From an optimization exercise on the open Yosys and OpenROAD flow, aimed at small area, a short achievable clock period and few clock cycles per item; shortcuts taken in it are not production practice. Only simulation tests tie the RTL to the original design; equivalence was not proved. Power and IR drop assume default switching activity.

[flow/flow/run.sh]
#!/bin/bash
set -euo pipefail
MARGIN=$(cat flow/margin.txt)
bash standard.sh SETUP_SLACK_MARGIN="$MARGIN" finish > layout_make.log 2>&1
[flow/flow/margin.txt]
6.5
[flow/standard.sh]
#!/bin/bash
# synth_recipe.tcl (not shown) runs the flow's synth.tcl, then flattens the netlist and writes it again
# the make line also repeats each setting of config.mk as NAME=value (left out here)
make -C /OpenROAD-flow-scripts/flow DESIGN_CONFIG=/design/flow/config.mk WORK_HOME=/design/flow/orfs CLKGATE_MAP_FILE= SYNTH_SCRIPT=/design/flow/synth_recipe.tcl "${@:-finish}"
[flow/config.mk]
export PLATFORM = sky130hd
export DESIGN_NAME = motor_ui_core
export DESIGN_NICKNAME = motor_ui_core
export VERILOG_FILES = /design/flow/design.v
export SDC_FILE = /design/flow/constraint.sdc
export NUM_CORES = 4
export LEC_CHECK = 0
export CAP_MARGIN = 20
export CORE_MARGIN = 2
export CORE_UTILIZATION = 40
export SLEW_MARGIN = 20
[flow/constraint.sdc]
create_clock -name core_clock -period 10.0 [get_ports {clk}]
set_input_delay 2.0000 -clock core_clock [delete_from_list [all_inputs] [get_ports {clk}]]
set_output_delay 2.0000 -clock core_clock [all_outputs]
set_load 0.01 [all_outputs]
[flow/design.v]
module rhu_div #(
    parameter W = 18                 
) (
    input  wire [W-1:0] q,
    output wire [W-2:0] rnd
);
    assign rnd = q[W-1:1] + {{(W-2){1'b0}}, q[0]};
endmodule
module motor_ui_core (
    input  wire        clk,
    input  wire        rst,             
    input  wire        op_valid,
    input  wire [15:0] op_word,
    output wire        op_ready,
    output reg         done,
    output reg  [15:0] result,
    output reg         refused,
    output wire [3:0]  col_drive,
    output reg  [13:0] duty_hb,
    output reg  [13:0] duty_boost,
    output reg  [13:0] duty_buck,
    output reg         pwm_out_en,
    output wire [31:0] rpm,
    output reg         running,
    output reg         vth,
    output reg  [16:0] sp_volt,
    output reg  [16:0] sp_speed,
    output reg  [16:0] sp_max,
    output reg  [1:0]  cur_row,
    output reg  [2:0]  cur_col,
    output reg  [19:0] dig_buf,         
    output reg         digit_entered
);
    localparam [16:0] BATT_CV   = 17'd900;
    localparam [16:0] CEIL_CV   = 17'd2400;
    localparam [13:0] DUTY_FULL = 14'd10000;
    localparam [23:0] EP_MAX    = 24'hFFFFFF;
    reg [15:0] hb;
    reg [47:0] hr;
    reg [3:0]  col_oh;                  
    reg [5:0]  qs0, qs1;                
    reg        qin, qout;
    reg        sp_state;                
    reg [23:0] ep;                      
    reg        ep_small;                
    reg [22:0] rpm_r;
    reg        vlow_r, vhigh_r, mzero_r;    
    assign col_drive = col_oh;
    assign rpm       = {9'd0, rpm_r};
    reg        a_v;                     
    reg [15:0] a_w;
    reg       ib_v;                     
    reg       ib_scan, ib_speed, ib_ctrl, ib_edge, ib_pop, ib_reset, ib_ref;
    reg       ib_kdig, ib_kup, ib_kdn, ib_klt, ib_krt, ib_kcom, ib_kstar;
    reg [3:0] ib_lo;                    
    reg       ib_above;                 
    reg       ib_sa;                    
    reg       ready_r;                  
    reg       go_r;                     
    reg       exec;                     
    reg       rst_q;                    
    assign op_ready = ready_r;
    wire accept = op_valid && ready_r && !rst;
    wire b_free = !ib_v || exec;
    wire move   = a_v && b_free;        
    wire [3:0] opc   = a_w[15:12];
    wire       z11_0 = (a_w[11:0] == 12'd0);
    wire [7:0] code  = a_w[7:0];
    wire       d_scan  = (opc == 4'h1) && (a_w[11:4] == 8'd0);
    wire       d_speed = (opc == 4'h2);
    wire       d_ctrl  = (opc == 4'h3) && z11_0;
    wire       d_edge  = (opc == 4'h4) && z11_0;
    wire       d_pop   = (opc == 4'h5) && z11_0;
    wire       d_key   = (opc == 4'h6) && (a_w[11:8] == 4'd0);
    wire       d_reset = (opc == 4'h7) && z11_0;
    wire       d_ref   = !(d_scan | d_speed | d_ctrl | d_edge | d_pop | d_key | d_reset);
    wire       d_kdig  = d_key && (code[7:4] == 4'h3) && (code[3:0] <= 4'd9);
    wire       d_kup   = d_key && (code == 8'h41);
    wire       d_kdn   = d_key && (code == 8'h42);
    wire       d_klt   = d_key && (code == 8'h43);
    wire       d_krt   = d_key && (code == 8'h44);
    wire       d_kcom  = d_key && (code == 8'h23);
    wire       d_kstar = d_key && (code == 8'h2A);
    wire       d_above = (a_w[11:0] >= 12'd1229);
    localparam [1:0] DU_IDLE = 2'd0, DU_RPM = 2'd1, DU_BG = 2'd2;
    reg  [1:0]  du_st;
    reg  [25:0] du_r;                   
    reg  [17:0] du_q;                   
    reg  [4:0]  du_cnt;
    reg         du_nb;                  
    reg         rd_done;                
    reg         rd_start;
    wire [16:0] rd_rpm;
    rhu_div #(.W(18)) u_rnd_rpm (.q(du_q), .rnd(rd_rpm));
    localparam [64*23-1:0] RPM_TAB = {
        23'd95238, 23'd96774, 23'd98361, 23'd100000,
        23'd101695, 23'd103448, 23'd105263, 23'd107143,
        23'd109091, 23'd111111, 23'd113208, 23'd115385,
        23'd117647, 23'd120000, 23'd122449, 23'd125000,
        23'd127660, 23'd130435, 23'd133333, 23'd136364,
        23'd139535, 23'd142857, 23'd146341, 23'd150000,
        23'd153846, 23'd157895, 23'd162162, 23'd166667,
        23'd171429, 23'd176471, 23'd181818, 23'd187500,
        23'd193548, 23'd200000, 23'd206897, 23'd214286,
        23'd222222, 23'd230769, 23'd240000, 23'd250000,
        23'd260870, 23'd272727, 23'd285714, 23'd300000,
        23'd315789, 23'd333333, 23'd352941, 23'd375000,
        23'd400000, 23'd428571, 23'd461538, 23'd500000,
        23'd545455, 23'd600000, 23'd666667, 23'd750000,
        23'd857143, 23'd1000000, 23'd1200000, 23'd1500000,
        23'd2000000, 23'd3000000, 23'd6000000, 23'd0
    };
    reg        bb_ok, hb_ok;            
    reg [13:0] p_bb, p_hb;
    reg        bg_job;                  
    wire [13:0] bg_res;
    rhu_div #(.W(15)) u_rnd_duty (.q(du_q[14:0]), .rnd(bg_res));
    wire vmid_r  = !vlow_r && !vhigh_r;
    wire hb_zero = vhigh_r || mzero_r;
    wire [16:0] bg_b    = bg_job ? sp_max : (vlow_r ? BATT_CV : sp_volt);
    localparam [23:0] RPM_NUM  = 24'd12000000;
    localparam [31:0] RPM_NUMX = {8'd0, RPM_NUM};
    wire        du_bg   = (du_st == DU_BG);
    wire        du_mul  = du_bg && (du_cnt < 5'd4);
    wire        du_sub  = !du_r[25];
    wire [23:0] du_den  = du_bg ? {7'd0, bg_b} : ep;
    wire        du_in   = du_bg ? du_q[17] : du_nb;
    wire [26:0] du_p    = du_mul ? {1'b0, du_r} : {du_r, du_in};
    wire [26:0] du_y    = du_mul ? {1'b0, du_r[23:0], 2'b00}
                                 : (du_sub ? ~{3'd0, du_den} : {3'd0, du_den});
    wire [26:0] du_s    = du_p + du_y + {26'd0, du_sub && !du_mul};
    reg [16:0] cv;
    reg [2:0]  cv_i;
    reg        cv_ok;                   
    reg [3:0]  cv_d;
    always @* begin
        case (cv_i)
            3'd0:    cv_d = dig_buf[3:0];
            3'd1:    cv_d = dig_buf[7:4];
            3'd2:    cv_d = dig_buf[11:8];
            3'd3:    cv_d = dig_buf[15:12];
            default: cv_d = dig_buf[19:16];
        endcase
    end
    wire cv_last = !cv_ok && (cv_i == 3'd4);
    localparam [16*8-1:0] KEYMAP = {"D", "C", "B", "A", "#", "9", "6", "3", "0", "8", "5", "2", "*", "7", "4", "1"};
    wire [1:0] scol = {col_oh[3] | col_oh[2], col_oh[3] | col_oh[1]};
    reg  [3:0]  s_b;                    
    reg  [11:0] s_r;                    
    reg  [11:0] s_hr;                   
    reg  [3:0]  s_ev;                   
    integer     ri;
    always @* begin
        s_b = hb[3:0];
        s_r = hr[11:0];
        for (ri = 0; ri < 4; ri = ri + 1) begin
            s_ev[ri] = (ib_lo[ri] != s_b[ri]) && (s_r[3*ri +: 3] == 3'd7);
            s_hr[3*ri +: 3] = (ib_lo[ri] != s_b[ri]) ? 3'd1 :
                              ((s_r[3*ri +: 3] == 3'd7) ? 3'd7 : s_r[3*ri +: 3] + 3'd1);
        end
    end
    wire       e1_v = |s_ev;
    wire [1:0] e1   = s_ev[0] ? 2'd0 : s_ev[1] ? 2'd1 : s_ev[2] ? 2'd2 : 2'd3;
    wire [3:0] s_ev2 = s_ev & ~(4'b0001 << e1);
    wire       e2_v = |s_ev2;
    wire [1:0] e2   = s_ev2[1] ? 2'd1 : s_ev2[2] ? 2'd2 : 2'd3;
    wire       f_in  = qin ? !qs1[5] : !qs0[5];
    wire       f_oth = qin ? !qs0[5] : !qs1[5];
    wire       w1    = e1_v && f_in;
    wire       w2    = e2_v && f_in && f_oth;
    wire [5:0] d1    = {1'b1, ib_lo[e1], scol, e1};
    wire [5:0] d2    = {1'b1, ib_lo[e2], scol, e2};
    wire [5:0] pop_slot = qout ? qs1 : qs0;
    wire rising    = ib_sa && !sp_state;
    wire do_reset  = rst   || (exec && ib_reset);    
    wire do_reset_i = rst_q || (exec && ib_reset);   
    wire do_commit = exec && ib_kcom;
    wire do_digit  = exec && ib_kdig;
    wire do_toggle = exec && (ib_edge || ib_kstar);
    wire commit_v  = do_commit && (cur_row == 2'd0);
    wire commit_sm = do_commit && (cur_row != 2'd0);
    wire do_speed  = exec && ib_speed && !rising;   
    wire bg_last    = du_bg && (du_cnt == 5'd19);
    wire bg_pick    = !du_bg && (!bb_ok || !hb_ok) && !do_commit;
    wire bg_pjob    = bb_ok;            
    wire bg_skip_bb = bg_pick && !bg_pjob && vhigh_r;
    wire bg_skip_hb = bg_pick &&  bg_pjob && (mzero_r || (sp_speed >= sp_max));
    wire bg_start   = bg_pick && !bg_skip_bb && !bg_skip_hb;
    wire bg_abort   = du_bg && ((commit_v && !bg_job) || (commit_sm && bg_job));
    wire bg_fin_bb  = (bg_last && !bg_job) || bg_skip_bb;
    wire bg_fin_hb  = (bg_last &&  bg_job) || bg_skip_hb;
    wire rd_last    = (du_st == DU_RPM) && (du_cnt == 5'd0);
    always @* rd_start = do_reset_i || do_speed || (exec && rising);
    reg a_v_n, ib_v_n, n_sa, n_ctrl, n_kcom;
    reg running_n, vhigh_n, mzero_n;
    reg sp_state_n, ep_small_n, rd_ok_n, bb_ok_n, hb_ok_n, cv_ok_n, go_n;
    always @* begin
        a_v_n  = accept || (a_v && !move);
        ib_v_n = move || (ib_v && !exec);
        n_sa   = move ? (d_speed && d_above) : ib_sa;
        n_ctrl = move ? d_ctrl : ib_ctrl;
        n_kcom = move ? d_kcom : ib_kcom;
        if (do_reset_i)
            sp_state_n = 1'b0;
        else if (exec && rising)
            sp_state_n = 1'b1;
        else if (exec && ib_speed && !ib_above)
            sp_state_n = 1'b0;
        else
            sp_state_n = sp_state;
        if (do_reset_i || (exec && rising))
            ep_small_n = 1'b1;
        else if (do_speed)
            ep_small_n = ep_small && (ep[5:0] != 6'd63);
        else
            ep_small_n = ep_small;
        rd_ok_n = ep_small_n || (!rd_start && !bg_start && !do_reset_i && (rd_done || rd_last));
        bb_ok_n = do_reset_i || (!commit_v  && (bb_ok || bg_fin_bb));
        hb_ok_n = do_reset_i || (!commit_sm && (hb_ok || bg_fin_hb));
        cv_ok_n = do_reset_i || do_commit || (!do_digit && (cv_ok || cv_last));
        if (do_reset)
            running_n = 1'b0;
        else if (do_toggle)
            running_n = !running && !vth;
        else
            running_n = running;
        vhigh_n = do_reset_i ? 1'b0 : (commit_v ? (cv >  CEIL_CV) : vhigh_r);
        mzero_n = do_reset_i ? 1'b1 : ((commit_sm && cur_row == 2'd2) ? (cv == 17'd0) : mzero_r);
        go_n    = !((n_sa && !sp_state_n && !rd_ok_n)
                  || (n_ctrl && running_n && ((!bb_ok_n && !vhigh_n)
                                             || (!hb_ok_n && !vhigh_n && !mzero_n)))
                  || (n_kcom && !cv_ok_n));
    end
    always @(posedge clk) begin
        rst_q <= rst;
        if (rst) begin
            a_v     <= 1'b0;
            ib_v    <= 1'b0;
            ready_r <= 1'b1;
            go_r    <= 1'b1;
            exec    <= 1'b0;
        end else begin
            a_v     <= a_v_n;
            ib_v    <= ib_v_n;
            ready_r <= !a_v_n || !ib_v_n || go_n;
            go_r    <= go_n;
            exec    <= ib_v_n && go_n;
        end
        if (accept)
            a_w <= op_word;
        if (move) begin
            ib_scan  <= d_scan;
            ib_speed <= d_speed;
            ib_ctrl  <= d_ctrl;
            ib_edge  <= d_edge;
            ib_pop   <= d_pop;
            ib_reset <= d_reset;
            ib_ref   <= d_ref;
            ib_kdig  <= d_kdig;
            ib_kup   <= d_kup;
            ib_kdn   <= d_kdn;
            ib_klt   <= d_klt;
            ib_krt   <= d_krt;
            ib_kcom  <= d_kcom;
            ib_kstar <= d_kstar;
            ib_lo    <= a_w[3:0];
            ib_above <= d_above;
            ib_sa    <= d_speed && d_above;
        end
        done <= !rst && exec;
        if (exec)
            refused <= ib_ref;
        if (exec && ib_pop)
            result <= pop_slot[5] ? {6'd0, 1'b1, pop_slot[4], KEYMAP[8*pop_slot[3:0] +: 8]} : 16'd0;
        if (exec) begin
            if (ib_scan) begin
                hb <= {ib_lo, hb[15:4]};
                hr <= {s_hr, hr[47:12]};
                if (w1) begin
                    if (qin) qs1 <= d1;
                    else     qs0 <= d1;
                end
                if (w2) begin
                    if (qin) qs0 <= d2;
                    else     qs1 <= d2;
                end
                qin    <= qin ^ (w1 && !w2);
                col_oh <= {col_oh[2:0], col_oh[3]};
            end
            if (ib_speed) begin
                if (rising) begin
                    rpm_r    <= ep_small ? RPM_TAB[23*ep[5:0] +: 23] : {6'd0, rd_rpm};
                    ep       <= 24'd1;
                    ep_small <= 1'b1;
                    sp_state <= 1'b1;
                end else begin
                    if (!ib_above)
                        sp_state <= 1'b0;
                    if (!(sp_state && ib_above) && (ep > 24'd1000))
                        rpm_r <= 23'd0;
                    if (ep != EP_MAX)
                        ep <= ep + 24'd1;
                    ep_small <= ep_small_n;
                end
            end
            if (ib_ctrl) begin
                vth <= vhigh_r;
                if (running) begin
                    duty_buck    <= vlow_r ? p_bb : (vmid_r ? DUTY_FULL : 14'd0);
                    duty_boost   <= vmid_r ? p_bb : 14'd0;
                    duty_hb      <= hb_zero ? 14'd0 : p_hb;
                    pwm_out_en   <= 1'b1;
                end else begin
                    duty_buck    <= 14'd0;
                    duty_boost   <= 14'd0;
                    duty_hb      <= 14'd0;
                    pwm_out_en   <= 1'b0;
                end
                if (digit_entered) begin
                    if (cur_col != 3'd4)
                        cur_col <= cur_col + 3'd1;
                    digit_entered <= 1'b0;
                end
            end
            if (ib_pop) begin
                if (pop_slot[5]) begin
                    if (qout) qs1 <= 6'd0;
                    else      qs0 <= 6'd0;
                    qout <= !qout;
                end
            end
            if (ib_kdig) begin
                case (cur_col)
                    3'd0: dig_buf[3:0]   <= ib_lo;
                    3'd1: dig_buf[7:4]   <= ib_lo;
                    3'd2: dig_buf[11:8]  <= ib_lo;
                    3'd3: dig_buf[15:12] <= ib_lo;
                    default: dig_buf[19:16] <= ib_lo;
                endcase
                digit_entered <= 1'b1;
            end
            if (ib_kup && cur_row != 2'd0)
                cur_row <= cur_row - 2'd1;
            if (ib_kdn && cur_row != 2'd2)
                cur_row <= cur_row + 2'd1;
            if (ib_klt && cur_col != 3'd0)
                cur_col <= cur_col - 3'd1;
            if (ib_krt && cur_col != 3'd4)
                cur_col <= cur_col + 3'd1;
            if (ib_kcom) begin
                case (cur_row)
                    2'd0: begin
                        sp_volt <= cv;
                        vlow_r  <= (cv <= BATT_CV);
                        vhigh_r <= (cv >  CEIL_CV);
                    end
                    2'd1: sp_speed <= cv;
                    default: begin
                        sp_max  <= cv;
                        mzero_r <= (cv == 17'd0);
                    end
                endcase
                dig_buf       <= 20'd0;
                cur_row       <= (cur_row == 2'd2) ? 2'd0 : cur_row + 2'd1;
                cur_col       <= 3'd0;
                digit_entered <= 1'b0;
            end
            if (ib_edge || ib_kstar) begin
                if (running)
                    running <= 1'b0;
                else if (!vth)
                    running <= 1'b1;
            end
        end
        if (do_reset_i) begin
            hb            <= 16'd0;
            hr            <= {16{3'd7}};
            qs0           <= 6'd0;
            qs1           <= 6'd0;
            qin           <= 1'b0;
            qout          <= 1'b0;
            sp_state      <= 1'b0;
            ep            <= 24'd1;
            ep_small      <= 1'b1;
            vlow_r        <= 1'b1;
            vhigh_r       <= 1'b0;
            mzero_r       <= 1'b1;
        end
        if (do_reset) begin
            col_oh        <= 4'b0001;
            rpm_r         <= 23'd0;
            cur_row       <= 2'd0;
            cur_col       <= 3'd0;
            dig_buf       <= 20'd0;
            digit_entered <= 1'b0;
            sp_volt       <= 17'd0;
            sp_speed      <= 17'd0;
            sp_max        <= 17'd0;
            running       <= 1'b0;
            vth           <= 1'b0;
            duty_hb       <= 14'd0;
            duty_boost    <= 14'd0;
            duty_buck     <= 14'd0;
            pwm_out_en    <= 1'b0;
            result        <= 16'd0;
            refused       <= 1'b0;
        end
        if (do_reset_i || do_commit) begin
            cv    <= 17'd0;
            cv_ok <= 1'b1;
        end else if (do_digit) begin
            cv    <= 17'd0;
            cv_i  <= 3'd0;
            cv_ok <= 1'b0;
        end else if (!cv_ok) begin
            cv    <= cv * 17'd10 + {13'd0, cv_d};
            cv_i  <= cv_i + 3'd1;
            if (cv_last)
                cv_ok <= 1'b1;
        end
        if (do_reset_i) begin
            bb_ok   <= 1'b1;
            hb_ok   <= 1'b1;
            p_bb    <= 14'd0;
            p_hb    <= DUTY_FULL;
            du_st   <= DU_IDLE;
            rd_done <= 1'b0;
        end else begin
            if (bg_start || (bg_pick && !bg_start))
                bg_job <= bg_pjob;
            if (bg_skip_bb)
                bb_ok <= 1'b1;
            if (bg_skip_hb) begin
                hb_ok <= 1'b1;
                p_hb  <= DUTY_FULL;
            end
            if (du_bg) begin
                du_cnt <= du_cnt + 5'd1;
                if (du_cnt == 5'd3) begin
                    du_r <= {10'd0, du_s[25:10]};
                    du_q <= {du_s[9:0], 8'd0};
                end else if (du_mul) begin
                    du_r <= du_s[25:0];
                end else if (!bg_last) begin
                    du_r <= du_s[25:0];
                    du_q <= {du_q[16:0], !du_s[26]};
                end
                if (bg_last) begin
                    du_st <= DU_IDLE;
                    if (bg_job) begin p_hb <= bg_res; hb_ok <= 1'b1; end
                    else        begin p_bb <= bg_res; bb_ok <= 1'b1; end
                end
                if (bg_abort)
                    du_st <= DU_IDLE;
            end else if (bg_start) begin
                du_st   <= DU_BG;
                du_cnt  <= 5'd0;
                du_r    <= {9'd0, (bg_pjob ? sp_speed : (vlow_r ? sp_volt : sp_volt - BATT_CV))};
                rd_done <= 1'b0;
            end else if (rd_start || (du_st == DU_IDLE && !ep_small && !rd_done)) begin
                du_st   <= DU_RPM;
                du_r    <= {2'd0, RPM_NUM >> 18};
                du_cnt  <= 5'd17;
                du_nb   <= RPM_NUM[17];
                rd_done <= 1'b0;
            end else if (du_st == DU_RPM) begin
                du_r    <= du_s[25:0];
                du_q    <= {du_q[16:0], !du_s[26]};
                du_cnt  <= du_cnt - 5'd1;
                du_nb   <= RPM_NUMX[du_cnt - 5'd1];
                if (rd_last) begin
                    du_st   <= DU_IDLE;
                    rd_done <= 1'b1;
                end
            end
            if (rd_start)
                rd_done <= 1'b0;
            if (commit_v)
                bb_ok <= 1'b0;
            if (commit_sm)
                hb_ok <= 1'b0;
        end
    end
endmodule
==> results of run 1 <==
## cells by family after synthesis
group | share of synthesized area (%)
simple gates | 22.1
xor+xnor | 5.00
buf+inv | 4.51
fa+ha+maj | 6.48
compound gates | 20.6
mux | 3.21
other cells | 0.0156
flops | 38.1
## area by class of cell
type	instances	share of cell area, %
Antenna cell	2	0.0170
Multi-Input combinational cell	2311	49.5
Inverter	69	0.928
Timing Repair Buffer	308	9.54
Tap cell	773	3.28
Clock inverter	21	0.687
Clock buffer	65	4.59
Timing Repair inverter	2	0.0509
Sequential cell	413	31.4
## layout by cell type, fill, tap and decap left out, types with 30 or more instances in the layout
cell           instances
a31oi_1               36
o211ai_1              45
a22oi_1               64
dfxtp_1              273
nand2_1              475
nor3_1                43
buf_4                106
o21ai_0              121
xor2_1                48
mux2_2                34
a211oi_1              34
nand3_1              101
edfxtp_1              87
ha_1                 100
clkbuf_16             48
a21oi_1              265
nor2_1               314
inv_1                 59
dlygate4sd2_1        138
dfxtp_2               32
mux2i_1               33
xnor2_1               78
and3_1                30
## critical path, cell delays in order (launching register included)
cell and delay [ns]:
edfxtp_1 0.35, buf_8 0.34, xor2_1 0.45, o22ai_2 0.20, fa_2 0.42, a211oi_2 0.25
o31a_1 0.24, a211oi_4 0.10, o2111ai_2 0.25, a31oi_4 0.13, a311o_1 0.34, a21oi_2 0.15
mux2_4 0.31
## synth_stat cells, drive strengths merged, types with 35 or more instances
library cell  instances
a211oi               40
a21oi               294
a22oi                65
a31oi                38
buf                  57
clkbuf              139
dfxtp               326
edfxtp               87
ha                  117
inv                  68
mux2                 35
nand2               483
nand3               103
nor2                328
nor3                 49
o211ai               46
o21ai               150
xnor2                86
xor2                 50
## routing by layer
layer  wire [µm]  track usage, %  vias to the layer above
met5          26               0                        -
met4        3940            11.8                        4
met3        7800            6.67                      179
met2       39000            42.9                      963
met1       34900            34.0                    11200
li1            -               -                    10900
## stage by stage
stage,power [mW],hold slack (ns),cell area [µm²],setup WS (ns),utilization (%)
final,4.60,0.445,29500,6.14,49.9
after global routing,4.78,0.457,29500,5.99,49.9
after CTS,4.47,0.446,28800,6.12,48.8
after detailed placement,2.58,0.437,26300,5.18,44.4
after global placement,2.57,0.436,26300,5.29,44.4
after floorplan,2.37,0.403,24100,6.04,-
## what timing repair did
action	4_1_cts	5_1_grt
endpoints found under the setup margin	327	174
cloned	6	1
buffers inserted	66	29
gates resized for setup	319	110
pin swaps	39	33
## power by group through the flow
stage          clock network (mW)  registers, mW  logic, mW
2_1_floorplan                   0           1.82      0.552
3_3_place_gp                    0           1.83      0.744
3_5_place_dp                    0           1.83      0.748
4_1_cts                      1.78           1.79      0.898
5_1_grt                      1.85           1.79       1.14
6_report                     1.75           1.79       1.06
## sequential cells by signal (all words and copies together), names as in the netlist, 5 cells and up
name and cells:
a_w 16, du_r 26, duty_buck 14, sp_max 17, p_bb 14, duty_boost 14
du_q 18, dig_buf 20, hb 16, hr 48, rpm_r 23, du_cnt 5
qs1 6, qs0 6, sp_speed 17, p_hb 14, duty_hb 14, result 9
ep 24, sp_volt 17, cv 17
## how the worst max path moves through the flow
stage | to | slack [ns] | cells after the start
after floorplan | du_q[0] | 6.04 | 18
after global placement | du_q[0] | 5.29 | 17
after detailed placement | du_q[0] | 5.18 | 17
after CTS | du_q[0] | 6.12 | 18
after global routing | du_q[0] | 5.99 | 18
final | du_q[0] | 6.14 | 12
==> impl_metrics.env, run 1 <==
export IMPL_cts_hold_buf=0
export IMPL_fmax_mhz=259
export IMPL_clock_path_buffers=3
export IMPL_cts_tree="done"
export IMPL_hold_violations=0
export IMPL_tightest_slew_ns=1.19
export IMPL_max_slew_margin_rel_pct=20.3
export IMPL_rows=89
export IMPL_dieArea_um2=61900
export IMPL_drc=0
export IMPL_r2r_cells=12
export IMPL_regArea_um2=9260
export IMPL_yosys_area_top_type_share_pct=27.2
export IMPL_grt_pass1_wl_um=131000
export IMPL_stdcell_count=3964
export IMPL_outcome="no timing/DRC/antenna violations"
export IMPL_final_nets=3292
export IMPL_yosysWarnings=1
export IMPL_multiInputGateArea_um2=14600
export IMPL_p_seq_share_pct=38.9
export IMPL_crit_type="reg2reg"
export IMPL_clock_root_buffer="clkbuf_16"
export IMPL_power_switching_share_pct=30.3
export IMPL_grtUsageTotal_pct=26.7
export IMPL_antenna_found_initial=5
export IMPL_yosys_area_top_type="dfxtp_1"
export IMPL_core_um2=59100
export IMPL_crit_arrival_ns=4.20
export IMPL_syn_inst=2972
export IMPL_ios=196
export IMPL_async_flop_share_pct=0
export IMPL_layout_min_cycle_time_ns=3.86
export IMPL_fillers=5659
export IMPL_finClkSkew_ns=0.0183
export IMPL_fp_dieW_um=249
export IMPL_start_util_pct=40.5
export IMPL_pwr_share_comb_pct=23.1
export IMPL_hp_start="qs0[2]"
export IMPL_min_to="qs0[2]"
export IMPL_vias_per_cell=5.86
export IMPL_start_kind="register"
export IMPL_synth_area_um2=24000
export IMPL_synth_flop_cell="dfxtp_1"
export IMPL_rsz0062_at_grt="true"
export IMPL_avgSynthCellArea_um2=8.06
export IMPL_ir_worst_vdd_mv=0.145
export IMPL_regToRegSetupSlack_ns=6.14
export IMPL_clk_latency_ns=0.61
export IMPL_gp_congestion=0.922
export IMPL_cap_violations=0
export IMPL_slew_violations=0
export IMPL_cp_max_fo=46
export IMPL_drt_iter0_markers=2132
export IMPL_grt_pass1_vias=22300
export IMPL_dp_cells=3774
export IMPL_reg2reg_from="du_r[25]"
export IMPL_timing_critical_path_from="du_r[25]"
export IMPL_wl_per_cell_um=21.6
export IMPL_cts_max_level=2
export IMPL_ant_nets=0
export IMPL_yosys_top_cells_area="dfxtp_1, edfxtp_1, nand2_1"
export IMPL_critPathRequiredTime_ns=10.35
export IMPL_wirelength_um=85700
export IMPL_cp_end_kind="register"
export IMPL_clkPwrFrac_pct=38.0
export IMPL_overflow=0
export IMPL_ys_types=100
export IMPL_fin_crit_sh_pct=38.6
export IMPL_holdPathStages=2
export IMPL_cts_made_buffers=47
export IMPL_clkTransAtPathRegs_ns=0.06
export IMPL_reg2reg_to="du_q[0]"
export IMPL_power_density_nw_per_um2=156
export IMPL_synth_seq_cells=413
export IMPL_fin_tns_setup_ns=0
export IMPL_vias=23200
export IMPL_final_layout_size_suffix_gt1_share_pct=14.6
export IMPL_cellLeakagePower_nw=11.9
export IMPL_setup_viol=0
export IMPL_synth_edff_count=87
export IMPL_hp_class="reg2reg"
export IMPL_internal_power_mw=3.21
export IMPL_synthToLayoutAreaGrowth_pct=23.1
export IMPL_grt_start_max_net_pins=101
export IMPL_dr_pass1_iters=6
export IMPL_dpl_hpwl_um=59900
export IMPL_switchingPower_mw=1.39
export IMPL_yosysSeqAreaShare_pct=38.1
export IMPL_numPortBuffers=179
export IMPL_clock_sinks=413
export IMPL_die_y_um=249
Testbench counts, summed over its fixed seeds: cycles 24,865, ops 24,000.
==> run 2: changes to the inputs <==
==> flow/flow/run.sh (replaced) <==
#!/bin/bash
set -euo pipefail
args=()
while IFS= read -r line; do
  [[ -z "$line" || "$line" == \#* ]] && continue
  args+=("$line")
done < flow/make_args.txt
bash standard.sh "${args[@]}" finish > layout_make.log 2>&1
==> flow/flow/make_args.txt (new file) <==
SETUP_SLACK_MARGIN=6.2
BUFFER_PORTS_ARGS=-buffer_cell sky130_fd_sc_hd__buf_2
--- a/flow/config.mk
+++ b/flow/config.mk
@@ -5,6 +5,7 @@
 export SDC_FILE = /design/flow/constraint.sdc
 export NUM_CORES = 4
 export LEC_CHECK = 0
+export ABC_AREA = 1
 export CAP_MARGIN = 20
 export CORE_MARGIN = 2
 export CORE_UTILIZATION = 40
removed: flow/flow/margin.txt
==> run 2 against run 1 <==
  * Still clean on timing, DRC and antenna
  * Hold slack improved by 0.014 ns
  * Cell area decreased by 5.4%
  * Largest cell class unchanged
  * Sequential cell count unchanged
==> impl_metrics.env, run 2 <==
export IMPL_start_util_pct=40.2
export IMPL_drt_iter0_markers=2138
export IMPL_dp_cells=4190
export IMPL_syn_inst=3342
export IMPL_power_density_nw_per_um2=203
export IMPL_holdPathStages=2
export IMPL_clk_latency_ns=0.60
export IMPL_setup_viol=0
export IMPL_yosys_area_top_type="dfxtp_1"
export IMPL_clock_path_buffers=3
export IMPL_holdWs_ns=0.459
export IMPL_fin_crit_sh_pct=36.9
export IMPL_final_nets=3647
export IMPL_wl_per_cell_um=18.9
export IMPL_tightest_slew_ns=0.948
export IMPL_final_common_cell="nand2_1"
export IMPL_reg2reg_to="du_r[11]"
export IMPL_start_kind="register"
export IMPL_outcome="no timing/DRC/antenna violations"
export IMPL_ios=196
export IMPL_dr_pass1_iters=8
export IMPL_dpl_hpwl_um=59900
export IMPL_crit_type="reg2reg"
export IMPL_yosysSeqAreaShare_pct=37.9
export IMPL_clkTransAtPathRegs_ns=0.07
export IMPL_clock_sinks=413
export IMPL_synth_seq_cells=413
export IMPL_gp_congestion=1.01
export IMPL_vias_per_cell=5.39
export IMPL_grtUsageTotal_pct=25.4
export IMPL_ir_worst_vdd_mv=0.147
export IMPL_grt_pass1_vias=21600
export IMPL_yosysWarnings=1
export IMPL_numPortBuffers=179
export IMPL_core_um2=60000
export IMPL_reg2reg_from="du_st[0]"
export IMPL_hold_violations=0
export IMPL_min_to="rpm_r[5]"
export IMPL_antenna_found_initial=3
export IMPL_die_y_um=250
export IMPL_max_slew_margin_rel_pct=36.5
export IMPL_yosysMostFrequentCell="nand2_1"
export IMPL_layout_min_cycle_time_ns=3.69
export IMPL_rsz0062_at_grt="true"
export IMPL_cts_made_buffers=46
export IMPL_async_flop_share_pct=0
export IMPL_fmax_mhz=271
export IMPL_r2r_cells=19
export IMPL_cap_violations=0
export IMPL_crit_arrival_ns=4.01
export IMPL_yosys_top_cells_area="dfxtp_1, nand2_1, edfxtp_1"
export IMPL_avgSynthCellArea_um2=7.22
export IMPL_biggestRegsByFlops="hr: 48 flops, du_r: 26 flops, ep: 24 flops"
export IMPL_ys_types=67
export IMPL_hp_start="rpm_r[5]"
export IMPL_stdcell_count=4323
export IMPL_ant_nets=0
export IMPL_finClkSkew_ns=0.0326
export IMPL_cp_max_fo=13
export IMPL_wirelength_um=81500
export IMPL_grt_start_max_net_pins=80
export IMPL_overflow=0
export IMPL_insertedDiodeCount=0
export IMPL_synth_area_um2=24100
export IMPL_ys_top_cells_by_count="nand2_1, inv_1, a21oi_1"
export IMPL_slew_violations=0
export IMPL_largest_register="hr"
export IMPL_regToRegSetupSlack_ns=6.31
export IMPL_clock_root_buffer="clkbuf_16"
export IMPL_synth_flop_cell="dfxtp_1"
export IMPL_largest_reg_flops=48
export IMPL_yosys_area_top_type_share_pct=27.1
export IMPL_layout_common_cells="nand2_1, inv_1, a21oi_1"
export IMPL_grt_pass1_wl_um=126000
export IMPL_hp_class="reg2reg"
export IMPL_vias=23300
export IMPL_synth_edff_count=87
export IMPL_rows=90
export IMPL_dieArea_um2=62300
export IMPL_cp_end_kind="register"
export IMPL_fp_dieW_um=250
export IMPL_drc=0
export IMPL_fin_tns_setup_ns=0
export IMPL_cts_hold_buf=0
export IMPL_synthToLayoutAreaGrowth_pct=15.8
export IMPL_critPathRequiredTime_ns=10.32
export IMPL_cts_max_level=2
export IMPL_final_layout_size_suffix_gt1_share_pct=13.2
export IMPL_cts_tree="done"
export IMPL_cellLeakagePower_nw=12.2
[run 2: changes by cell type after synthesis, moves of 42 or more]
| cell | change |
|---|---|
| clkbuf_1 | -42 |
| inv_1 | +299 |
| nand2_1 | +258 |
| nand3_1 | +91 |
| nor2_1 | -48 |
| o21ai_0 | +132 |
| xnor2_1 | -59 |
[run 2: timing repair]
action                                  4_1_cts  5_1_grt
setup buffers                                17       29
endpoints found under the setup margin       36      106
gates resized for setup                      34       61
cloned                                        4        1
pin swaps                                     6       13
[run 2: cell families after synthesis]
kind of cell               Yosys count  synth area share, %
AOI/OAI and AO/OA                  811                 19.1
xor gates and xnor gates            71                 2.67
adders and majority gates          121                 6.40
buffers and inverters              535                 8.76
DFF                                413                 37.9
muxes                               22                0.913
other                                1               0.0155
and+or+nand+nor                   1368                 24.3
[run 2: how the worst max path moves through the flow]
stage	start	slack (ns)	depth (start not counted)	endpoint
after floorplan	du_st[0]	6.38	20	du_r[0]
after global placement	du_st[0]	5.09	20	du_r[9]
after detailed placement	du_st[0]	5.02	20	du_r[9]
after CTS	bg_job	6.20	16	du_r[0]
after global routing	bg_job	6.10	22	du_r[14]
final	du_st[0]	6.31	19	du_r[11]
[run 2: final cells by class]
type / count / area, µm²
clock buffers: 65 / 1350
clock inverters: 17 / 145
fillers: 6220 / 32100
inverters: 386 / 1480
multi-input cells: 2410 / 13300
flip-flops and latches: 413 / 9140
well taps: 782 / 978
repair buffers: 249 / 1540
repair inverters: 1 / 6.26
[run 2: power breakdown]
group	leakage (nW)	internal, mW	switching (mW)
sequential	3.45	1.83	0.0869
clock	0.737	0.967	0.720
combinational	8.00	0.743	1.31
[run 2: per-stage QoR]
stage | power (mW) | setup slack (ns) | area [µm²] | util (%)
final | 5.66 | 6.31 | 27900 | 46.5
after detailed placement | 3.65 | 5.02 | 25600 | 42.6
after global routing | 5.95 | 6.10 | 27900 | 46.5
after floorplan | 3.13 | 6.38 | 24200 | -
after global placement | 3.66 | 5.09 | 25600 | 42.6
after CTS | 5.48 | 6.20 | 27400 | 45.7
[run 2: worst max-delay path: stages, from the launching register on]
cell	delay (ns)
dfxtp_1	0.33
inv_2	0.08
ha_4	0.15
buf_12	0.10
clkinv_2	0.08
nor2_4	0.24
buf_4	0.18
bufbuf_16	0.29
mux2i_1	0.20
inv_1	0.07
ha_2	0.40
nand4_1	0.19
nor2_2	0.22
nand4_1	0.19
nand3_2	0.16
a21oi_2	0.06
xor2_1	0.20
nand2_1	0.12
nand3_1	0.08
nand2_1	0.05
[run 2: routing by layer]
layer / vias to the layer above / track usage (%) / wire (µm)
met5: - / 0 / 0
met3: 154 / 3.61 / 4530
met1: 10900 / 33.8 / 36000
li1: 11600 / - / -
met4: 0 / 9.05 / 2880
met2: 709 / 42.1 / 38100
==> run 3: changes to the inputs <==
--- a/flow/config.mk
+++ b/flow/config.mk
@@ -5,7 +5,6 @@
 export SDC_FILE = /design/flow/constraint.sdc
 export NUM_CORES = 4
 export LEC_CHECK = 0
-export ABC_AREA = 1
 export CAP_MARGIN = 20
 export CORE_MARGIN = 2
 export CORE_UTILIZATION = 40
==> run 3 against run 2 <==
  * Register-to-register slack worse by 0.26 ns
  * Largest cell class unchanged
  * Via count fell by 2.0%
  * Core utilization grew 1.2 points
  * Maximum frequency shrank 6.7%
  * Critical endpoint is now du_r[10]
  * Final cell count shrank 9.1%
  * Die area fell by 0.64%
  * Clock power is 15% higher
  * Highest routed layer unchanged
  * Setup slack worse by 0.26 ns
==> impl_metrics.env, run 3 <==
export IMPL_cts_max_level=2
export IMPL_fin_crit_sh_pct=39.6
export IMPL_synth_edff_count=87
export IMPL_max_slew_margin_rel_pct=26.4
export IMPL_antenna_found_initial=0
export IMPL_drt_iter0_markers=2282
export IMPL_syn_inst=2972
export IMPL_crit_type="reg2reg"
export IMPL_cellLeakagePower_nw=11.1
export IMPL_core_um2=59100
export IMPL_cts_made_buffers=47
export IMPL_holdWs_ns=0.450
export IMPL_biggestRegsByFlops="hr: 48 flops, du_r: 26 flops, ep: 24 flops"
export IMPL_dieArea_um2=61900
export IMPL_grt_start_max_net_pins=97
export IMPL_clkTransAtPathRegs_ns=0.06
export IMPL_avgSynthCellArea_um2=8.06
export IMPL_wl_per_cell_um=21.3
export IMPL_rows=89
export IMPL_largest_reg_flops=48
export IMPL_largest_register="hr"
export IMPL_cp_slowest_cell="edfxtp_1"
export IMPL_hold_violations=0
export IMPL_fin_tns_setup_ns=0
export IMPL_setup_viol=0
export IMPL_cap_violations=0
export IMPL_start_kind="register"
export IMPL_overflow=0
export IMPL_synth_seq_cells=413
export IMPL_grt_pass1_vias=21300
export IMPL_yosys_top_cells_area="dfxtp_1, edfxtp_1, nand2_1"
export IMPL_synth_area_um2=24000
export IMPL_fp_dieW_um=249
export IMPL_finClkSkew_ns=0.0357
export IMPL_outcome="no timing/DRC/antenna violations"
export IMPL_ys_top_cells_by_count="nand2_1, dfxtp_1, nor2_1"
export IMPL_yosys_area_top_type_share_pct=27.2
export IMPL_numPortBuffers=179
export IMPL_ant_nets=0
export IMPL_setup_ws_ns=6.04
export IMPL_ir_worst_vdd_mv=0.130
export IMPL_wirelength_um=83700
export IMPL_final_layout_size_suffix_gt1_share_pct=16.4
export IMPL_synthToLayoutAreaGrowth_pct=17.7
export IMPL_yosysWarnings=1
export IMPL_cp_end_kind="register"
export IMPL_power_density_nw_per_um2=165
export IMPL_dpl_hpwl_um=60000
export IMPL_clock_path_buffers=3
export IMPL_path_common_cell="buf_4"
export IMPL_start_util_pct=40.5
export IMPL_pre_cts_ws_ns=5.26
export IMPL_tightest_slew_ns=1.10
export IMPL_ios=196
export IMPL_vias_per_cell=5.81
export IMPL_synth_flop_cell="dfxtp_1"
export IMPL_insertedDiodeCount=0
export IMPL_async_flop_share_pct=0
export IMPL_clk_latency_ns=0.62
export IMPL_die_y_um=249
export IMPL_layout_common_cells="nand2_1, dfxtp_1, nor2_1"
export IMPL_ys_types=100
export IMPL_critPathMaxStageDelay_ns=0.34
export IMPL_fillers=5665
export IMPL_layout_min_cycle_time_ns=3.96
export IMPL_drc=0
export IMPL_cts_tree="done"
export IMPL_yosys_area_top_type="dfxtp_1"
export IMPL_stdcell_count=3930
export IMPL_cp_max_fo=6
export IMPL_grtUsageTotal_pct=26.1
export IMPL_clock_sinks=413
export IMPL_grt_pass1_wl_um=128000
export IMPL_clock_root_buffer="clkbuf_16"
export IMPL_final_nets=3258
export IMPL_multiInputGateArea_um2=14300
export IMPL_yosysSeqAreaShare_pct=38.1
export IMPL_final_common_cell="nand2_1"
export IMPL_fmax_mhz=253
export IMPL_dr_pass1_iters=9
export IMPL_vias=22800
export IMPL_yosysMostFrequentCell="nand2_1"
export IMPL_critPathRequiredTime_ns=10.34
export IMPL_gp_congestion=0.950
export IMPL_cp_cell_sequence="buf_6 -> clkinvlp_4 -> buf_12 -> and3_4 -> a21oi_4 -> xnor2_1 -> nand2_1 -> o211ai_1 -> o21ai_1 -> ha_2 -> a211o_1 -> a21oi_2 -> o21ai_1 -> a31oi_2 -> buf_4 -> buf_4 -> buf_4 -> buf_4 -> buf_4 -> nand2_1 -> xnor2_2 -> o211a_1 -> nor2_1"
export IMPL_hp_class="reg2reg"
export IMPL_dp_cells=3772
export IMPL_crit_arrival_ns=4.29
export IMPL_cts_hold_buf=0
export IMPL_rsz0062_at_grt="true"
export IMPL_slew_violations=0
export IMPL_regArea_um2=9150
==> run 3: cell count changes after synthesis, moves of 41 or more <==
cell      before  now
a21oi_1      334  293
clkbuf_1      97  139
inv_1        366   67
nand2_1      741  483
nand3_1      193  102
nor2_1       275  323
o21ai_0      274  142
xnor2_1       27   86
==> run 3: layer usage <==
| metal | track usage, % | wire length [µm] | vias up |
|---|---|---|---|
| met5 | 0 | 0 | - |
| met4 | 9.82 | 3280 | 0 |
| met3 | 5.78 | 6640 | 179 |
| met2 | 41.8 | 37800 | 856 |
| met1 | 34.4 | 36000 | 11000 |
| li1 | - | - | 10800 |
==> run 3: final timing paths <==
path,startpoint,end,slack [ns],cells after the start
hold reg to reg,qs0[2],qs0[2],0.45,2
setup / recovery,bg_job,du_r[10],6.04,23
setup reg to reg,bg_job,du_r[10],6.04,23
hold / removal,qs0[2],qs0[2],0.45,2
==> run 3: cell type report <==
| class | count | share of cell area (%) |
|---|---|---|
| sequential | 413 | 32.4 |
| multi-input combinational | 2310 | 50.6 |
| clock buffer | 59 | 4.62 |
| timing repair inverter | 2 | 0.0532 |
| timing repair buffer | 275 | 6.38 |
| clock inverter | 29 | 1.61 |
| tap | 773 | 3.43 |
| inverter | 69 | 0.958 |
==> run 3: through the flow <==
stage                     instance area [µm²]  utilization (%)  total power [mW]
after floorplan                         24100                -              2.37
after global placement                  25400             42.9              2.56
after detailed placement                25400             42.9              2.56
after CTS                               27800             47.0              4.56
after global routing                    28200             47.7              4.82
final                                   28200             47.7              4.64
==> run 3: kinds of logic after synthesis <==
| logic type | Yosys count | synth area share, % |
|---|---|---|
| and+or+nand+nor | 1181 | 22.1 |
| AOI/OAI and AO/OA | 784 | 20.6 |
| xor gates and xnor gates | 136 | 5.00 |
| muxes | 70 | 3.21 |
| adders and majority gates | 122 | 6.48 |
| other | 1 | 0.0156 |
| DFF | 413 | 38.1 |
| buffers and inverters | 265 | 4.51 |
==> run 3: where the power goes <==
group          switching (mW)  internal [mW]  leakage, nW  total, mW
clock                   0.768           1.17        0.864       1.94
combinational           0.540          0.365         6.77      0.906
sequential             0.0410           1.76         3.46       1.80
==> run 3: repair_timing <==
| item | in CTS | in global routing |
|---|---|---|
| gates cloned | 6 | 0 |
| endpoints found under the setup margin | 74 | 45 |
| gates resized for setup | 54 | 72 |
| pin swaps | 21 | 40 |
| setup buffers | 41 | 23 |
==> run 3: critical path, delay by kind of cell, from the launching register on <==
family                   cells  cell delay, ns
adder cells (fa/ha/maj)      1            0.32
XOR/XNOR                     2            0.35
buffers and inverters        8            0.99
flip-flops                   1            0.34
AO/OA/AOI/OAI                8            1.36
AND/OR/NAND/NOR              4            0.35
==> run 4: changes to the inputs <==
--- a/flow/design.v
+++ b/flow/design.v
@@ -88,6 +88,8 @@
     reg  [17:0] du_q;                   
     reg  [4:0]  du_cnt;
     reg         du_nb;                  
+    reg         du_neg;                 
+    reg         du_mul;                 
     reg         rd_done;                
     reg         rd_start;
     wire [16:0] rd_rpm;
@@ -121,14 +123,14 @@
     localparam [23:0] RPM_NUM  = 24'd12000000;
     localparam [31:0] RPM_NUMX = {8'd0, RPM_NUM};
     wire        du_bg   = (du_st == DU_BG);
-    wire        du_mul  = du_bg && (du_cnt < 5'd4);
-    wire        du_sub  = !du_r[25];
+    wire        du_sub  = !du_neg;
     wire [23:0] du_den  = du_bg ? {7'd0, bg_b} : ep;
     wire        du_in   = du_bg ? du_q[17] : du_nb;
     wire [26:0] du_p    = du_mul ? {1'b0, du_r} : {du_r, du_in};
     wire [26:0] du_y    = du_mul ? {1'b0, du_r[23:0], 2'b00}
                                  : (du_sub ? ~{3'd0, du_den} : {3'd0, du_den});
-    wire [26:0] du_s    = du_p + du_y + {26'd0, du_sub && !du_mul};
+    wire [27:0] du_sc   = {du_p, 1'b1} + {du_y, du_sub && !du_mul};
+    wire [26:0] du_s    = du_sc[27:1];
     reg [16:0] cv;
     reg [2:0]  cv_i;
     reg        cv_ok;                   
@@ -424,6 +426,7 @@
             p_bb    <= 14'd0;
             p_hb    <= DUTY_FULL;
             du_st   <= DU_IDLE;
+            du_mul  <= 1'b0;
             rd_done <= 1'b0;
         end else begin
             if (bg_start || (bg_pick && !bg_start))
@@ -436,6 +439,10 @@
             end
             if (du_bg) begin
                 du_cnt <= du_cnt + 5'd1;
+                if (du_cnt == 5'd3)
+                    du_mul <= 1'b0;
+                if (!du_mul && !bg_last)
+                    du_neg <= du_s[26];
                 if (du_cnt == 5'd3) begin
                     du_r <= {10'd0, du_s[25:10]};
                     du_q <= {du_s[9:0], 8'd0};
@@ -455,16 +462,21 @@
             end else if (bg_start) begin
                 du_st   <= DU_BG;
                 du_cnt  <= 5'd0;
+                du_mul  <= 1'b1;
+                du_neg  <= 1'b0;
                 du_r    <= {9'd0, (bg_pjob ? sp_speed : (vlow_r ? sp_volt : sp_volt - BATT_CV))};
                 rd_done <= 1'b0;
             end else if (rd_start || (du_st == DU_IDLE && !ep_small && !rd_done)) begin
                 du_st   <= DU_RPM;
+                du_mul  <= 1'b0;
+                du_neg  <= 1'b0;
                 du_r    <= {2'd0, RPM_NUM >> 18};
                 du_cnt  <= 5'd17;
                 du_nb   <= RPM_NUM[17];
                 rd_done <= 1'b0;
             end else if (du_st == DU_RPM) begin
                 du_r    <= du_s[25:0];
+                du_neg  <= du_s[26];
                 du_q    <= {du_q[16:0], !du_s[26]};
                 du_cnt  <= du_cnt - 5'd1;
                 du_nb   <= RPM_NUMX[du_cnt - 5'd1];
--- a/flow/config.mk
+++ b/flow/config.mk
@@ -5,7 +5,10 @@
 export SDC_FILE = /design/flow/constraint.sdc
 export NUM_CORES = 4
 export LEC_CHECK = 0
+export ABC_AREA = 1
 export CAP_MARGIN = 20
 export CORE_MARGIN = 2
 export CORE_UTILIZATION = 40
+export CTS_BUF_LIST = sky130_fd_sc_hd__clkbuf_8
+export CTS_CLUSTER_SIZE = 30
 export SLEW_MARGIN = 20
==> run 4 against run 3 <==
  * Largest cell class unchanged
  * Clock power fell by 14%
  * Setup slack improved by 0.34 ns
  * Non-clock buffer count shrank 63
  * Hold slack got worse by 0.0082 ns
  * Sequential cell count up 2
  * Final cell count up 11%
  * Largest power group is now sequential cells
  * Synthesized cell count increased by 14%
  * Wire length is 3.4% lower
  * Global-route usage is 0.96 points lower
==> impl_metrics.env, run 4 <==
export IMPL_dp_cells=4222
export IMPL_tightest_slew_ns=0.988
export IMPL_grtUsageTotal_pct=25.1
export IMPL_yosys_area_top_type="dfxtp_1"
export IMPL_gp_congestion=0.940
export IMPL_ys_top_cells_by_count="nand2_1, a21oi_1, nor2_1"
export IMPL_drt_iter0_markers=2046
export IMPL_dr_pass1_iters=6
export IMPL_critPathRequiredTime_ns=10.41
export IMPL_yosys_area_top_type_share_pct=27.0
export IMPL_antenna_found_initial=1
export IMPL_dieArea_um2=62500
export IMPL_async_flop_share_pct=0
export IMPL_largest_register="hr"
export IMPL_grt_pass1_wl_um=125000
export IMPL_layout_common_cells="nand2_1, inv_1, a21oi_1"
export IMPL_ant_nets=0
export IMPL_cts_hold_buf=0
export IMPL_yosysSeqAreaShare_pct=38.0
export IMPL_largest_reg_flops=48
export IMPL_outcome="no timing/DRC/antenna violations"
export IMPL_overflow=0
export IMPL_utilization_pct=45.7
export IMPL_synth_flop_cell="dfxtp_1"
export IMPL_numPortBuffers=179
export IMPL_clkTransAtPathRegs_ns=0.06
export IMPL_crit_arrival_ns=4.03
export IMPL_max_slew_margin_rel_pct=34.1
export IMPL_ir_worst_vdd_mv=0.105
export IMPL_core_um2=60100
export IMPL_start_kind="register"
export IMPL_final_common_cell="nand2_1"
export IMPL_grt_pass1_vias=22000
export IMPL_layout_min_cycle_time_ns=3.62
export IMPL_cp_max_fo=5
export IMPL_hold_violations=0
export IMPL_biggestRegsByFlops="hr: 48 flops, du_r: 26 flops, ep: 24 flops"
export IMPL_vias_per_cell=5.36
export IMPL_wirelength_um=80900
export IMPL_wl_per_cell_um=18.5
export IMPL_fin_crit_sh_pct=36.2
export IMPL_ys_types=62
export IMPL_synthToLayoutAreaGrowth_pct=13.5
export IMPL_cts_tree="done"
export IMPL_dpl_hpwl_um=59000
export IMPL_ios=196
export IMPL_crit_type="reg2reg"
export IMPL_power_density_nw_per_um2=149
export IMPL_setup_viol=0
export IMPL_cp_end_kind="register"
export IMPL_die_y_um=250
export IMPL_avgSynthCellArea_um2=7.17
export IMPL_synth_edff_count=88
export IMPL_setup_ws_ns=6.38
export IMPL_fp_dieW_um=250
export IMPL_slew_violations=0
export IMPL_final_layout_size_suffix_gt1_share_pct=12.3
export IMPL_cts_max_level=3
export IMPL_fin_tns_setup_ns=0
export IMPL_clock_root_buffer="clkbuf_8"
export IMPL_cts_made_buffers=73
export IMPL_final_nets=3666
export IMPL_yosysMostFrequentCell="nand2_1"
export IMPL_hp_class="reg2reg"
export IMPL_grt_start_max_net_pins=76
export IMPL_clock_sinks=415
export IMPL_stdcell_count=4366
export IMPL_cap_violations=0
export IMPL_p_total_mw=4.10
export IMPL_yosys_top_cells_area="dfxtp_1, nand2_1, edfxtp_1"
export IMPL_fmax_mhz=276
export IMPL_fillers=6271
export IMPL_syn_inst=3378
export IMPL_yosysWarnings=1
export IMPL_finClkSkew_ns=0.0406
export IMPL_rsz0062_at_grt="true"
export IMPL_start_util_pct=40.3
export IMPL_rows=90
export IMPL_pre_cts_ws_ns=5.56
export IMPL_clock_path_buffers=3
export IMPL_drc=0
export IMPL_cellLeakagePower_nw=11.9
export IMPL_vias=23400
export IMPL_synth_area_um2=24200
export IMPL_synth_seq_cells=415
export IMPL_clk_latency_ns=0.67
-- run 4: changes by cell type after synthesis, sizes merged, moves of 35 or more --
cell	previous run	this run
nand2	483	795
inv	68	329
o21ai	150	288
nand3	103	187
xnor2	86	22
clkbuf	139	88
a21oi	294	340
mux2	35	0
-- run 4: stage by stage --
step / cell area, µm² / hold slack (ns)
finish: 27500 / 0.442
CTS: 27300 / 0.459
detailed placement: 25600 / 0.453
global route: 27500 / 0.470
global placement: 25600 / 0.448
floorplan: 24300 / 0.406
-- run 4: layer usage --
metal	routed length, µm	part of all wire, %	GRT usage, %	vias up
li1	-	-	-	11600
met1	36200	45	33.4	10800
met2	36100	45	39.6	790
met3	5530	6.8	5.07	177
met4	3110	3.9	11.0	0
met5	0	0	0	-
-- run 4: timing repair --
action | in CTS | in global routing
setup buffers | 3 | 5
endpoints found under the setup margin | 34 | 56
resized for setup | 13 | 28
gates cloned | 1 | 2
pin swaps | 0 | 4
-- run 4: final timing paths --
kind / slack [ns] / startpoint / depth (start not counted) / endpoint
worst max-delay path: 6.38 / bg_job / 18 / du_r[14]
worst min-delay path: 0.44 / hr[25] / 2 / hr[13]
worst max register to register: 6.38 / bg_job / 18 / du_r[14]
worst min register to register: 0.44 / hr[25] / 2 / hr[13]
-- run 4: cell families (layout without fill, tap and decap cells) --
logic type | after synthesis | count (layout) | share of synthesized area [%]
XOR/XNOR | 77 | 77 | 2.79
adder cells (fa/ha/maj) | 121 | 121 | 6.35
flip-flops | 415 | 415 | 38.0
other | 1 | 17 | 0.0155
AO/OA/AOI/OAI | 808 | 808 | 18.8
AND/OR/NAND/NOR | 1468 | 1468 | 26.0
buffers and inverters | 488 | 678 | 8.09
-- run 4: where the power goes --
group,leakage (nW),switching (mW),internal (mW)
registers,3.47,0.0335,1.76
logic,7.53,0.434,0.209
clock network,0.891,0.739,0.927
-- run 4: final cells by class --
| type | instances | area [µm²] | share of cell area, % |
|---|---|---|---|
| multi-input combinational | 2490 | 13300 | 48.3 |
| clock buffer | 91 | 1250 | 4.56 |
| tap | 782 | 978 | 3.56 |
| sequential | 415 | 9190 | 33.5 |
| clock inverter | 41 | 298 | 1.08 |
| inverter | 333 | 1280 | 4.65 |
| timing repair inverter | 1 | 7.51 | 0.0273 |
| timing repair buffer | 212 | 1190 | 4.34 |
| antenna | 1 | 2.50 | 0.00911 |
-- run 4: critical path: stages (launching register included) --
cell,delay [ns]
edfxtp_1,0.42
clkinvlp_4,0.20
buf_4,0.20
o221ai_2,0.26
o21ai_0,0.25
or2_2,0.33
a31oi_1,0.16
ha_1,0.34
nand2_1,0.17
nor2_1,0.06
inv_1,0.08
nor2_1,0.05
nor2_1,0.15
o21a_1,0.13
nand2_1,0.06
xor2_1,0.26
nand2_1,0.10
nand3_1,0.09
nand2_1,0.05
Testbench counts of run 4, summed over its fixed seeds: cycles 24,865, ops 24,000.
==> run 5: changes to the inputs <==
--- a/flow/config.mk
+++ b/flow/config.mk
@@ -9,6 +9,4 @@
 export CAP_MARGIN = 20
 export CORE_MARGIN = 2
 export CORE_UTILIZATION = 40
-export CTS_BUF_LIST = sky130_fd_sc_hd__clkbuf_8
-export CTS_CLUSTER_SIZE = 30
 export SLEW_MARGIN = 20
==> run 5 against run 4 <==
  * Still clean on timing, DRC and antenna
  * Synthesized area unchanged
  * Non-clock buffer count down 1
  * Power up 4.2%
==> impl_metrics.env, run 5 <==
export IMPL_outcome="no timing/DRC/antenna violations"
export IMPL_cts_max_level=2
export IMPL_cts_tree="done"
export IMPL_largest_reg_flops=48
export IMPL_ir_worst_vdd_mv=0.118
export IMPL_cts_made_buffers=47
export IMPL_vias=23200
export IMPL_r2r_cells=15
export IMPL_grt_start_max_net_pins=76
export IMPL_drt_iter0_markers=1988
export IMPL_clock_path_buffers=3
export IMPL_numPortBuffers=179
export IMPL_fp_dieW_um=250
export IMPL_fmax_mhz=276
export IMPL_clock_root_buffer="clkbuf_16"
export IMPL_rsz0062_at_grt="false"
export IMPL_grt_pass1_wl_um=125000
export IMPL_drc=0
export IMPL_yosysMostFrequentCell="nand2_1"
export IMPL_rows=90
export IMPL_power_density_nw_per_um2=155
export IMPL_cts_hold_buf=0
export IMPL_synth_flop_cell="dfxtp_1"
export IMPL_insertedDiodeCount=0
export IMPL_fin_crit_sh_pct=36.2
export IMPL_yosysWarnings=1
export IMPL_overflow=0
export IMPL_wirelength_um=80700
export IMPL_crit_arrival_ns=3.95
export IMPL_layout_common_cells="nand2_1, a21oi_1, dfxtp_1"
export IMPL_pre_cts_ws_ns=5.56
export IMPL_synthToLayoutAreaGrowth_pct=14.1
export IMPL_max_slew_margin_rel_pct=33.6
export IMPL_cp_end_kind="register"
export IMPL_avgSynthCellArea_um2=7.17
export IMPL_clock_sinks=415
export IMPL_critPathRequiredTime_ns=10.33
export IMPL_fin_tns_setup_ns=0
export IMPL_gp_congestion=0.940
export IMPL_ios=196
export IMPL_core_um2=60100
export IMPL_dieArea_um2=62500
export IMPL_cp_max_fo=16
export IMPL_ant_nets=0
export IMPL_yosys_area_top_type_share_pct=27.0
export IMPL_antenna_found_initial=0
export IMPL_setup_ws_ns=6.38
export IMPL_slew_violations=0
export IMPL_hold_violations=0
export IMPL_largest_register="hr"
export IMPL_dpl_hpwl_um=59000
export IMPL_synth_seq_cells=415
export IMPL_grtUsageTotal_pct=25.0
export IMPL_crit_type="reg2reg"
export IMPL_die_y_um=250
export IMPL_hp_class="reg2reg"
export IMPL_tightest_slew_ns=0.995
export IMPL_fillers=6215
export IMPL_dr_pass1_iters=6
export IMPL_holdPathStages=0
export IMPL_ys_top_cells_by_count="nand2_1, a21oi_1, nor2_1"
export IMPL_yosys_area_top_type="dfxtp_1"
export IMPL_yosys_top_cells_area="dfxtp_1, nand2_1, edfxtp_1"
export IMPL_grt_pass1_vias=21700
export IMPL_cellLeakagePower_nw=11.8
export IMPL_cap_violations=0
export IMPL_synth_edff_count=88
export IMPL_clkTransAtPathRegs_ns=0.07
export IMPL_final_nets=3639
export IMPL_ys_types=62
export IMPL_setup_viol=0
export IMPL_vias_per_cell=5.36
export IMPL_start_util_pct=40.3
export IMPL_finClkSkew_ns=0.0332
export IMPL_async_flop_share_pct=0
export IMPL_layout_min_cycle_time_ns=3.62
export IMPL_final_common_cell="nand2_1"
export IMPL_clk_latency_ns=0.62
export IMPL_synth_area_um2=24200
export IMPL_syn_inst=3378
export IMPL_start_kind="register"
export IMPL_biggestRegsByFlops="hr: 48 flops, du_r: 26 flops, ep: 24 flops"
export IMPL_wl_per_cell_um=18.7
export IMPL_yosysSeqAreaShare_pct=38.0
export IMPL_final_layout_size_suffix_gt1_share_pct=11.7
==> run 5: cell counts after synthesis <==
Identical to the previous run, type by type.
==> run 5: layout make-up <==
type	instances	area, µm²	share of cell area (%)
Clock inverter	24	322	1.16
Timing Repair inverter	1	7.51	0.0272
Clock buffer	62	1310	4.76
Inverter	333	1280	4.65
Tap cell	782	978	3.54
Multi-Input combinational cell	2490	13300	48.3
Sequential cell	415	9190	33.3
Timing Repair Buffer	211	1190	4.30
==> run 5: cell families after synthesis <==
group	synth area share, %
simple gates	26.0
compound gates	18.8
buf+inv	8.09
flops	38.0
fa+ha+maj	6.35
xor+xnor	2.79
other cells	0.0155
==> run 5: final timing paths <==
path	to	slack (ns)	start
setup / recovery	du_neg	6.38	bg_job
hold / removal	ib_lo[0]	0.46	a_w[0]
setup reg to reg	du_neg	6.38	bg_job
hold reg to reg	ib_lo[0]	0.46	a_w[0]
==> run 5: what timing repair did <==
item,4_1_cts,5_1_grt
setup endpoints to repair,34,55
setup buffers,0,7
gates cloned,1,2
gates resized for setup,13,39
pin swaps,0,5
==> run 5: critical path, stage by stage (launching register included) <==
cell	delay [ns]
edfxtp_1	0.45
clkinvlp_4	0.11
buf_6	0.18
nand2_8	0.14
o221ai_2	0.24
o21ai_0	0.24
or2_2	0.33
a31oi_1	0.20
ha_1	0.33
nand2_1	0.16
o21ai_0	0.19
a21oi_1	0.19
o211a_1	0.15
nand2_1	0.11
xnor2_2	0.25
nor2_1	0.06
==> run 5: where the power goes <==
part	internal (mW)	switching (mW)	total [mW]
registers	1.76	0.0334	1.79
clock network	1.09	0.747	1.83
logic	0.212	0.436	0.649
==> run 5: layer usage <==
metal,up-vias,share of wire [%],GRT usage [%]
li1,11600,-,-
met3,167,6.6,4.46
met1,10600,45,33.7
met4,0,3.8,9.70
met2,775,45,39.6
met5,-,0,0
==> run 5: stage by stage <==
step	hold slack [ns]	instances	power (mW)	util, %	instance area (µm²)
global placement	0.448	4222	2.44	42.6	25600
detailed placement	0.453	4222	2.44	42.6	25600
global route	0.468	4318	4.44	45.9	27600
finish	0.457	4318	4.27	45.9	27600
floorplan	0.406	3393	2.26	-	24300
CTS	0.462	4309	4.27	45.4	27300

-- re-timing with driven ports --
How much do the figures lean on ideal ports? The routed layouts below were timed once more, with nothing changed but the port constraints.
Step 1, drivers: a clkbuf_16 drives clk and a buf_2 each remaining input, both assumed.
Step 2 moves the port delays by t, midway between the first and last clock arrival at a register: inputs arrive t later, outputs are due t later. That takes back most of the time a late clock gives input paths.
Three values: ideal, step 1, step 2; two values: the first two.
run	shift t [ns]	setup WS [ns]	worst setup path after step 2
run 1	0.661	6.144 / 6.144 / 6.039	input to register
run 2	0.640	6.309 / 6.309 / 5.977	input to register
run 3	0.666	6.044 / 6.044 / 5.955	input to register
run 4	0.712	6.380 / 6.380 / 5.926	input to register
run 5	0.659	6.383 / 6.383 / 5.926	input to register
After both steps setup and hold are still met in every run listed. The setup slack of run 5, which loses most, moves by 0.000 ns with the drivers and by -0.457 ns with both steps.
